Background: an optimization exercise with open tools, aiming at small area. Do not read the settings as production practice. The RTL was checked by simulation tests, not by an equivalence proof against the original design. The flow treats the clock pin as an ideal source, which a real chip does not have. Power is estimated from default activity; no workload was simulated.

// ibus_core
module ibus_core (
    input  wire        clk,
    input  wire        rst,           
    input  wire        rx,            
    output wire        tx,            
    output wire        tx_en,         
    input  wire        req_valid,
    input  wire        req_send,      
    input  wire [3:0]  req_cmd,
    input  wire [3:0]  req_id,
    input  wire [2:0]  req_len,       
    input  wire [31:0] req_data,      
    output reg         dec_valid,
    output wire [1:0]  dec_status,    
    output wire [3:0]  dec_cmd,
    output wire [3:0]  dec_id,
    output wire        frame_ready
);
Size: roughly 69 flip-flops, roughly 62 I/O pins, roughly 0.0032 mm² of cells after synthesis.
clock: 10.0 ns
lec_check: 0
cap_margin: 0
core_margin: 2
core_utilization: 40
place_density: 0.6
slew_margin: 0
standard.sh (not shown) runs the stock make flow with config.mk's settings and CLKGATE_MAP_FILE= SYNTH_SCRIPT=/design/flow/synth_recipe.tcl, a recipe that flattens the netlist after the stock synthesis.
==> flow/flow/run.sh <==
#!/bin/bash
# The standard layout (standard.sh) with these changes:
# - synthesis maps the logic with ABC's area-oriented mapper (amap, the
#   script in abc_map.script) instead of ORFS's delay-oriented script; the
#   flip-flops are mapped before ABC runs, so they are the same as in the
#   standard synthesis;
# - the port buffers are the smallest buffer cell instead of the delay cell
#   buffer_ports picks by default;
# - the clock tree: manual_cts.tcl splits the flip-flops into CLK_GROUPS
#   groups, each driven by one CLK_GROUP_CELL, and CTS builds the tree
#   from the clock port to those buffers only, of clkbuf_1, without dummy
#   loads.
set -euo pipefail
rm -rf scripts_area
cp -r "$FLOW_HOME/scripts" scripts_area
cp flow/abc_map.script scripts_area/abc_speed.script
export SCRIPTS_DIR="$PWD/scripts_area"
export BUFFER_PORTS_ARGS="-buffer_cell sky130_fd_sc_hd__buf_1"
export CLK_GROUPS=7
export CLK_GROUP_CELL=sky130_fd_sc_hd__clkbuf_4
export PRE_CTS_TCL="$PWD/flow/manual_cts.tcl"
export CTS_ARGS="-clk_nets clk -sink_clustering_enable -repair_clock_nets -dont_use_dummy_load -buf_list sky130_fd_sc_hd__clkbuf_1"
bash standard.sh > standard.log 2>&1
==> flow/flow/abc_map.script <==
strash
ifraig
rewrite -z
refactor -z
resub -z
dch -f
amap
strash
dch -f
amap
topo
Other scripts of this flow, unchanged in this note and not shown: flow/flow/manual_cts.tcl
Rerun with:
==> flow/flow/abc_map.script (replaced) <==
strash
ifraig
dch -f
amap
topo
Effect: The new run completed without violations. Design area stays flat. Via count is higher by 0.63%. Sequential cell count stays the same. Utilization grows by 0.34 points. Global-route usage decreases by 0.23 points. Area after synthesis hardly moves. Worst setup slack degrades by 0.020 ns. Die area is about the same. Register-to-register slack gets worse by 0.04 ns. Clock skew rose by 0.022 ns.
Rerun with:
==> flow/flow/abc_map.script (replaced) <==
strash
ifraig
dch -f
amap -F 5 -A 5
topo
Outcome: Final cell count rises by 0.63%. Hold slack is worse by 0.0090 ns. Routed wire length is higher by 3.2%. Core utilization is lower by 0.14 points. Setup slack gets better by 0.39 ns. Total power stays flat. Sequential cell count does not change.
Rerun with:
==> flow/flow/abc_map.script (replaced) <==
strash
ifraig
dch -f
amap
strash
dch -f
amap
strash
dch -f
amap
topo
Synthesized cell count is unchanged.
Die area goes down by 0.70%.
Cell count barely changes.
Power is higher by 1.3%.
Worst hold slack improves by 0.0036 ns.
Worst setup slack is worse by 0.43 ns.
Rerun with:
==> flow/flow/abc_map.script (replaced) <==
strash
ifraig
dch -f
amap
strash
dch -f
amap
topo
--- a/flow/config.mk
+++ b/flow/config.mk
@@ -10,2 +10,2 @@
-export CORE_UTILIZATION = 40
-export PLACE_DENSITY = 0.6
+export CORE_UTILIZATION = 50
+export PLACE_DENSITY = 0.7
After rerunning: Die area is lower by about a fifth; area after synthesis barely changes; synthesized cell count is lower slightly; register-to-register slack gets better by 0.51 ns; core utilization is higher by 11 points; wire length is lower by a little under a tenth; critical path depth does not change; worst setup slack gets better by 0.25 ns.

== v48 ==
ibus_core again, from the RTL that the note above started with.
clock: 10.0 ns
lec_check: 0
cap_margin: 0
core_margin: 2
core_utilization: 40
place_density: 0.6
slew_margin: 0
==> flow/flow/abc_map.script <==
strash
ifraig
dch -f
amap -m
topo
==> flow/flow/manual_cts.tcl <==
# Sourced by ORFS's cts.tcl before clock_tree_synthesis (PRE_CTS_TCL).
# The flip-flops are split into CLK_GROUPS groups of about equal size by
# their angle around the centre of all flip-flops; each group gets one
# CLK_GROUP_CELL buffer at its centre, and clock_tree_synthesis, run on the clock port's
# net only, then drives these buffers. Every flip-flop is behind exactly one
# group buffer and one small tree from the port, so the clock reaches all of
# them through the same kind of path.
proc manual_clock_buffers {nb cell} {
  set block [ord::get_db_block]
  set master [[ord::get_db] findMaster $cell]
  set clknet [$block findNet clk]
  set sinks {}
  foreach it [$clknet getITerms] {
    set bb [[$it getInst] getBBox]
    lappend sinks [list $it [expr {([$bb xMin] + [$bb xMax]) / 2.0}] [expr {([$bb yMin] + [$bb yMax]) / 2.0}]]
  }
  set n [llength $sinks]
  set cx 0.0
  set cy 0.0
  foreach s $sinks {
    set cx [expr {$cx + [lindex $s 1]}]
    set cy [expr {$cy + [lindex $s 2]}]
  }
  set cx [expr {$cx / $n}]
  set cy [expr {$cy / $n}]
  set withang {}
  foreach s $sinks {
    lappend withang [list {*}$s [expr {atan2([lindex $s 2] - $cy, [lindex $s 1] - $cx)}]]
  }
  set sorted [lsort -real -index 3 $withang]
  set per [expr {int(ceil(double($n) / $nb))}]
  for {set g 0} {$g < $nb} {incr g} {
    set grp [lrange $sorted [expr {$g * $per}] [expr {($g + 1) * $per - 1}]]
    if {[llength $grp] == 0} { continue }
    set gx 0.0
    set gy 0.0
    foreach s $grp {
      set gx [expr {$gx + [lindex $s 1]}]
      set gy [expr {$gy + [lindex $s 2]}]
    }
    set gx [expr {int($gx / [llength $grp])}]
    set gy [expr {int($gy / [llength $grp])}]
    set inst [odb::dbInst_create $block $master "clkbuf_grp_$g"]
    set net [odb::dbNet_create $block "clk_grp_$g"]
    $net setSigType CLOCK
    $inst setLocation $gx $gy
    $inst setPlacementStatus PLACED
    [$inst findITerm A] connect $clknet
    [$inst findITerm X] connect $net
    foreach s $grp {
      set it [lindex $s 0]
      $it disconnect
      $it connect $net
    }
  }
  puts "manual_clock_buffers: $n flip-flops in $nb groups of up to $per"
}

manual_clock_buffers $::env(CLK_GROUPS) $::env(CLK_GROUP_CELL)
Scripts as last shown in full above: flow/flow/run.sh
The final layout from v48, which completed every stage, passed the timing, DRC and antenna checks at the end of the flow.
Input-level comparison between v49 and v48:
==> flow/flow/abc_map.script <==
strash
ifraig
dch -f
amap
strash
dch -f
amap
topo
==> run summary <==
- Delta (v49 minus v48): worst hold slack after final layout fell by 0.0051 ns; mean area per synthesized cell climbed 0.31%; die area shows a reduction of 0.63%; power spent charging and discharging nets lower.
Changes in v21 relative to v49:
diff --git a/flow/flow/run.sh b/flow/flow/run.sh
--- a/flow/flow/run.sh
+++ b/flow/flow/run.sh
@@ -18,3 +18,3 @@
 export BUFFER_PORTS_ARGS="-buffer_cell sky130_fd_sc_hd__buf_1"
-export CLK_GROUPS=7
+export CLK_GROUPS=8
 export CLK_GROUP_CELL=sky130_fd_sc_hd__clkbuf_4
==> flow/flow/abc_map.script <==
strash
ifraig
dch -f
amap
topo
==> run summary <==
v21 vs v49, sequential share of the synthesized area went down by 0.27 points. Cell area reported after detailed placement in v21 is 0.43% above v49. Compared with v49, wire length after detailed routing in v21 decreased slightly. In the reports for v49 and v21, the larger synthesized netlist net count belongs to v21. From v49 to v21, total negative setup slack did not move at all. met2 wirelength from detailed routing, v49 and v21, higher one = v21. The time the worst path needs with I/O delays and setup reported for v21 is greater than that of v49 by 0.26 ns.

==> re-timing with driven ports <==
Ports are ideal in the flow. The routed layouts listed here were re-timed in OpenROAD. Step 1: set_driving_cell puts a clkbuf_16 on clk and a buf_2 on each other input, an assumption about the parent block. Step 2 adds t to the input delays and takes it off the output delays; t is the mean of the earliest and latest rising clock arrival at the registers after step 1. Input paths then give back, and output paths get back, about the clock's delay inside the block. Three values: ideal ports, drivers, drivers and shift; two values: the first two.
run | t (ns) | setup WS [ns] | worst slew at a driven data input, ns
the first run of note 1 | 0.644 | 5.025 / 4.997 / 5.642 | 0.04
the second run of note 1 | 0.633 | 5.005 / 4.977 / 5.610 | 0.04
the third run of note 1 | 0.648 | 5.397 / 5.406 / 4.758 | 0.04
the fourth run of note 1 | 0.667 | 4.970 / 4.941 / 5.211 | 0.04
the fifth run of note 1 | 0.669 | 5.222 / 5.196 / 5.477 | 0.05
v48 | 0.653 | 4.962 / 4.933 / 5.586 | 0.04
v49 | 0.655 | 5.153 / 5.126 / 5.490 | 0.04
v21 | 0.652 | 4.891 / 4.863 / 5.515 | 0.04
After both steps every run listed still meets setup and hold. For the third run of note 1, which loses most, drivers alone change the setup slack by +0.009 ns; drivers and shift together by -0.639 ns.
